Source: an optimization exercise on an open RTL-to-GDS flow (aim: small area, a short achievable clock period and few clock cycles per item). Production flows keep margins and buffers that such runs may drop.
The RTL was checked by simulation tests, not by an equivalence proof against the original design.
Power figures rest on the tool's default switching activity, not on a simulated workload.

==> flow/design.v (excerpt) <==
module crc_engine (
    input  wire        clk,
    input  wire        rst,
    input  wire        cmd_valid,
    output wire        cmd_ready,
    input  wire [7:0]  cmd_op,
    input  wire [31:0] cmd_acc,
    input  wire [15:0] cmd_len,
    input  wire        data_valid,
    output wire        data_ready,
    input  wire [31:0] data,
    output wire        rsp_valid,
    input  wire        rsp_ready,
    output wire [3:0]  rsp_status,
    output wire [31:0] rsp_value
);
    reg         idle;      
    reg         busy;      
    reg         dr;        
    reg         rv;        
    reg         inv;       
    reg         is16;      
    reg         fin;       
    reg         nodata;    
    reg         first;     
    reg         pend;      
    reg         ones;      
    reg  [13:0] cnt;       
    reg  [1:0]  kl;        
    reg         lastw;     
    reg  [1:0]  j;         
    reg  [31:0] y;
    wire rsp_take = rv & rsp_ready;
    assign cmd_ready  = idle | rsp_take;
    assign data_ready = dr;
    assign rsp_valid  = rv;
    assign rsp_status = {4{inv}};
    assign rsp_value  = y;
    wire take_cmd = cmd_ready & cmd_valid;
    wire op_a = (cmd_op == 8'h40);
    wire op_f = (cmd_op == 8'h41);
    wire op_c = (cmd_op == 8'h42);
    wire op_h = (cmd_op == 8'h48);
    wire op_g = (cmd_op == 8'h49);
    wire len0 = (cmd_len == 16'd0);
    wire op_data = op_a | op_c | op_h | op_g;
    wire [31:0] r32, rz;
    wire [15:0] r16;
    wire [31:0] u_w_z;
    crc32c_word u_w (.x(y[31:0]), .z(u_w_z));
    assign r32 = {u_w_z[31], u_w_z[30], u_w_z[29], u_w_z[28], u_w_z[27], u_w_z[26], u_w_z[25], u_w_z[24], u_w_z[23], u_w_z[22], u_w_z[21], u_w_z[20], u_w_z[19], u_w_z[18], u_w_z[17], u_w_z[16], u_w_z[15], u_w_z[14], u_w_z[13], u_w_z[12], u_w_z[11], u_w_z[10], u_w_z[9], u_w_z[8], u_w_z[7], u_w_z[6], u_w_z[5], u_w_z[4], u_w_z[3], u_w_z[2], u_w_z[1], u_w_z[0]};
    wire [29:0] u_z_z;
    crc32c_zero_byte u_z (.x(y[31:0]), .z(u_z_z));
  ...
Size in the first run: roughly 760 cells after synthesis, about 62 flip-flops, about 130 I/O pins, about 6800 um2 of cells after synthesis.
==> flow/config.mk <==
export PLATFORM = sky130hd
export DESIGN_NAME = crc_engine
export DESIGN_NICKNAME = crc_engine
export VERILOG_FILES = /design/flow/design.v
export SDC_FILE = /design/flow/constraint.sdc
export NUM_CORES = 4
export LEC_CHECK = 0
export CAP_MARGIN = 20
export CORE_MARGIN = 2
export CORE_UTILIZATION = 40
export CTS_BUF_LIST = sky130_fd_sc_hd__clkbuf_4 sky130_fd_sc_hd__clkbuf_8
export SETUP_SLACK_MARGIN = 2.55
export SLEW_MARGIN = 20
export SYNTH_HIERARCHICAL = 1
export SYNTH_MEMORY_MAX_BITS = 16384
==> flow/constraint.sdc <==
create_clock -name core_clock -period 5.0 [get_ports {clk}]
set_input_delay 1.0000 -clock core_clock [delete_from_list [all_inputs] [get_ports {clk}]]
set_output_delay 1.0000 -clock core_clock [all_outputs]
set_load 0.01 [all_outputs]
standard.sh (not shown) runs the stock make flow with config.mk's settings and CLKGATE_MAP_FILE= SYNTH_SCRIPT=/design/flow/synth_recipe.tcl, a recipe that flattens the netlist after the stock synthesis.
==> flow/flow/run.sh <==
#!/bin/bash
# The standard layout, with plain buffers on the ports: buffer_ports picks a
# clock delay cell by default, which is larger and slower than buf_1.
set -euo pipefail
bash standard.sh synth > synth.log 2>&1
export BUFFER_PORTS_ARGS="-buffer_cell sky130_fd_sc_hd__buf_1"
bash standard.sh > layout.log 2>&1
The starting point finished with timing, DRC and antenna clean.
Testbench counts at the start, summed over its fixed seeds: cycles 106,086, bytes 379,321.
Rerun with:
Settings changed: SETUP_SLACK_MARGIN 2.55 to 2.45.
What happened: Clock power shrinks by a few percent; worst setup slack loses 0.075 ns; worst hold slack gains 0.0034 ns.
Rerun with:
Settings changed: SETUP_SLACK_MARGIN 2.45 to 2.35.
The changed run finished with timing, DRC and antenna clean.
Sequential cell count is unchanged.
Final cell count is lower by 0.72%.
Core utilization is lower by 0.93 points.
Non-clock buffer count is lower by 8.
Final area is lower by 1.8%.
Power is lower by 1.2%.
Rerun with:
Settings changed: CAP_MARGIN 20 to 10, SETUP_SLACK_MARGIN 2.35 to 2.45, SLEW_MARGIN 20 to 10.
The new run ran to the end with no violations.
Global-route usage rises by 0.23 points.
Sequential cell count stays the same.
Worst setup slack improves by 0.081 ns.
Area after synthesis does not change.
Cell area is higher slightly.
Wire length came out higher slightly.
Hold slack gets worse by 0.0072 ns.
Critical path depth falls by 1.
Non-clock buffer count rises by 8.
Sequential power increases by a little under a tenth.
Maximum frequency is higher by a few percent.

========
Another version of the RTL of crc_engine (not shown whole).
For scale: ~760 cells after synthesis, ~67 flip-flops, roughly 130 I/O pins, ~7000 um2 of cells after synthesis.
==> flow/config.mk <==
export PLATFORM = sky130hd
export DESIGN_NAME = crc_engine
export DESIGN_NICKNAME = crc_engine
export VERILOG_FILES = /design/flow/design.v
export SDC_FILE = /design/flow/constraint.sdc
export NUM_CORES = 4
export LEC_CHECK = 0
export CAP_MARGIN = 20
export CORE_MARGIN = 2
export CORE_UTILIZATION = 40
export CTS_BUF_LIST = sky130_fd_sc_hd__clkbuf_4 sky130_fd_sc_hd__clkbuf_8
export SETUP_SLACK_MARGIN = 2.0
export SLEW_MARGIN = 20
export SYNTH_HIERARCHICAL = 1
export SYNTH_MEMORY_MAX_BITS = 16384
==> flow/constraint.sdc <==
create_clock -name core_clock -period 5.0 [get_ports {clk}]
set_input_delay 1.0000 -clock core_clock [delete_from_list [all_inputs] [get_ports {clk}]]
set_output_delay 1.0000 -clock core_clock [all_outputs]
set_load 0.01 [all_outputs]
Scripts as last shown in full above: flow/flow/run.sh
The starting point produced a clean layout.
Testbench counts at the start, summed over its fixed seeds: cycles 107,278, bytes 379,321.
Then changed:
CTS_BUF_LIST = not set   (was sky130_fd_sc_hd__clkbuf_4 sky130_fd_sc_hd__clkbuf_8)
SETUP_SLACK_MARGIN = 2.5   (was 2.0)
Result: Count of clock-buffer cells in the layout does not change. First-iteration DRC count went down by 26%. Routed wire length went up by about 2%. Area after synthesis stays the same. Cell count increases by about 0.45%. Fmax goes up by about 15%.
Then changed:
SETUP_SLACK_MARGIN = 3.5   (was 2.5)
What happened:
- via count grows by 24%
- critical path depth came out higher by 1
- setup slack is better by 0.061 ns
- total power grows by 59%
Then changed:
==> flow/run.sh (new file) <==
#!/bin/bash
# synth_recipe.tcl (not shown) runs the flow's synth.tcl, then flattens the netlist and writes it again
# the make line also repeats each setting of config.mk as NAME=value (left out here)
make -C /OpenROAD-flow-scripts/flow DESIGN_CONFIG=/design/flow/config.mk WORK_HOME=/design/flow/orfs CLKGATE_MAP_FILE= SYNTH_SCRIPT=/design/flow/synth_recipe.tcl finish
SETUP_SLACK_MARGIN = not set   (was 3.5)
removed: flow/flow/run.sh
removed: flow/standard.sh
Result:
- critical path depth shrinks by 1
- clock skew shrinks by 0.0041 ns
- non-clock buffer count shrinks by 224
- register-to-register slack is worse by 0.80 ns
- first-iteration DRC count shrinks by 19%
- setup slack is worse by 0.80 ns
- total power shrinks by 41%
- final area shrinks by 32%
- flip-flop and latch count is unchanged
- via count shrinks by 21%

========
## fjord
crc_engine again, from the RTL that the note above started with.
==> flow/config.mk <==
export PLATFORM = sky130hd
export DESIGN_NAME = crc_engine
export DESIGN_NICKNAME = crc_engine
export VERILOG_FILES = /design/flow/design.v
export SDC_FILE = /design/flow/constraint.sdc
export NUM_CORES = 4
export LEC_CHECK = 0
export CAP_MARGIN = 20
export CORE_MARGIN = 2
export CORE_UTILIZATION = 40
export SETUP_SLACK_MARGIN = 3.0
export SLEW_MARGIN = 20
export SYNTH_HIERARCHICAL = 1
export SYNTH_MEMORY_MAX_BITS = 16384
==> flow/constraint.sdc <==
create_clock -name core_clock -period 5.0 [get_ports {clk}]
set_input_delay 1.0000 -clock core_clock [delete_from_list [all_inputs] [get_ports {clk}]]
set_output_delay 1.0000 -clock core_clock [all_outputs]
set_load 0.01 [all_outputs]
==> flow/flow/run.sh <==
#!/bin/bash
# The standard layout, with plain buffers on the ports: buffer_ports picks a
# clock delay cell by default, which is larger and slower than buf_1.
set -euo pipefail
bash standard.sh synth > synth.log 2>&1
export BUFFER_PORTS_ARGS="-buffer_cell sky130_fd_sc_hd__buf_1"
bash standard.sh > layout.log 2>&1
Every stage of the flow completed for fjord, and the final layout passed the timing, DRC and antenna checks.
Testbench counts of fjord, summed over its fixed seeds: cycles 107,278, bytes 379,321.
> inputs changed (fjord -> indigo)
Settings: SETUP_SLACK_MARGIN: 3.0 -> 2.5.
==> flow/run.sh (new file) <==
#!/bin/bash
# synth_recipe.tcl (not shown) runs the flow's synth.tcl, then flattens the netlist and writes it again
# the make line also repeats each setting of config.mk as NAME=value (left out here)
make -C /OpenROAD-flow-scripts/flow DESIGN_CONFIG=/design/flow/config.mk WORK_HOME=/design/flow/orfs CLKGATE_MAP_FILE= SYNTH_SCRIPT=/design/flow/synth_recipe.tcl finish
removed: flow/flow/run.sh
removed: flow/standard.sh
==> results.txt <==
Diff fjord..indigo | worst hold path depth | unchanged. Total placed instance area grows by a few percent when moving from fjord to indigo. In the flow results for fjord and indigo, the number of DRC violations after detailed-routing iteration 0 is larger on fjord. In the metrics for fjord and indigo, the one carrying the higher final-layout fill cell count is indigo. indigo vs. fjord: logic gate share of total power went down, count of clock-buffer cells in the layout increased by 1 relative to the old numbers, total power draw fell by 34%. fjord vs indigo, first element of the critical path: y[5]$_DFF_P_ vs y[19]$_DFF_P_.

========
Another version of the RTL of crc_engine (not shown whole).
For scale: roughly 62 flip-flops, ~6900 µm² of cells after synthesis.
clock: 5.0 ns
lec_check: 0
cap_margin: 20
core_margin: 2
core_utilization: 40
cts_buf_list: sky130_fd_sc_hd__clkbuf_4 sky130_fd_sc_hd__clkbuf_8
setup_slack_margin: 2.45
slew_margin: 20
synth_hierarchical: 1
synth_memory_max_bits: 16384
==> flow/flow/run.sh <==
#!/bin/bash
# The standard layout, with plain buffers on the ports: buffer_ports picks a
# clock delay cell by default, which is larger and slower than buf_1.
set -euo pipefail
bash standard.sh synth > synth.log 2>&1
export BUFFER_PORTS_ARGS="-buffer_cell sky130_fd_sc_hd__buf_1"
bash standard.sh > layout.log 2>&1
Testbench counts at the start, summed over its fixed seeds: cycles 106,086, bytes 379,321.
Edit:
--- a/flow/config.mk
+++ b/flow/config.mk
@@ -11,3 +11,3 @@
 export CTS_BUF_LIST = sky130_fd_sc_hd__clkbuf_4 sky130_fd_sc_hd__clkbuf_8
-export SETUP_SLACK_MARGIN = 2.45
+export SETUP_SLACK_MARGIN = 2.6
 export SLEW_MARGIN = 20
The new run produced a clean layout; non-clock buffer count goes up by 19; register-to-register slack improved by 0.14 ns; power goes up by 8.8%; synthesized area does not change; fmax goes up by 5.2%; die area is unchanged; first-iteration DRC count goes up by 9.5%; cell count goes up by 1.7%; worst setup slack improved by 0.13 ns; clock-buffer cell count stays the same; critical path depth goes down by 3.

## what the ideal ports hide
In the flow no input, the clock included, has a driving cell. The finished layouts below were timed again as built, in two steps.
Step 1 (the two cells are an assumption about what drives the block):
set clk [get_ports {clk}]
set_driving_cell -lib_cell sky130_fd_sc_hd__clkbuf_16 $clk
set_driving_cell -lib_cell sky130_fd_sc_hd__buf_2 [delete_from_list [all_inputs] $clk]
Step 2 moves the port delays by t, midway between the first and last clock arrival at a register: inputs arrive t later, outputs are due t later. That takes back most of the time a late clock gives input paths.
a / b / c = no drivers / after step 1 / after step 2; a / b = the first two.
| run | t, ns | setup WS [ns] | worst data-port slew with drivers (ns) |
|---|---|---|---|
| the first run of note 1 | 0.371 | 2.505 / 2.492 / 2.250 | 0.06 |
| the second run of note 1 | 0.395 | 2.431 / 2.431 / 2.246 | 0.05 |
| the third run of note 1 | 0.374 | 2.362 / 2.362 / 2.260 | 0.06 |
| the fourth run of note 1 | 0.395 | 2.444 / 2.444 / 2.240 | 0.05 |
| the first run of note 2 | 0.398 | 2.015 / 2.015 / 2.015 | 0.05 |
| the second run of note 2 | 0.384 | 2.400 / 2.400 / 2.283 | 0.05 |
| the third run of note 2 | 0.373 | 2.461 / 2.461 / 2.461 | 0.05 |
| the fourth run of note 2 | 0.380 | 1.665 / 1.665 / 1.665 | 0.05 |
| fjord | 0.373 | 2.193 / 2.193 / 2.193 | 0.05 |
| indigo | 0.380 | 2.469 / 2.425 / 2.224 | 0.06 |
| the first run of note 4 | 0.393 | 2.381 / 2.381 / 2.194 | 0.06 |
| the second run of note 4 | 0.396 | 2.510 / 2.470 / 2.280 | 0.05 |
After both steps setup and hold are still met in every run listed. For the first run of note 1, which loses most, drivers alone change the setup slack by -0.013 ns; drivers and shift together by -0.255 ns.
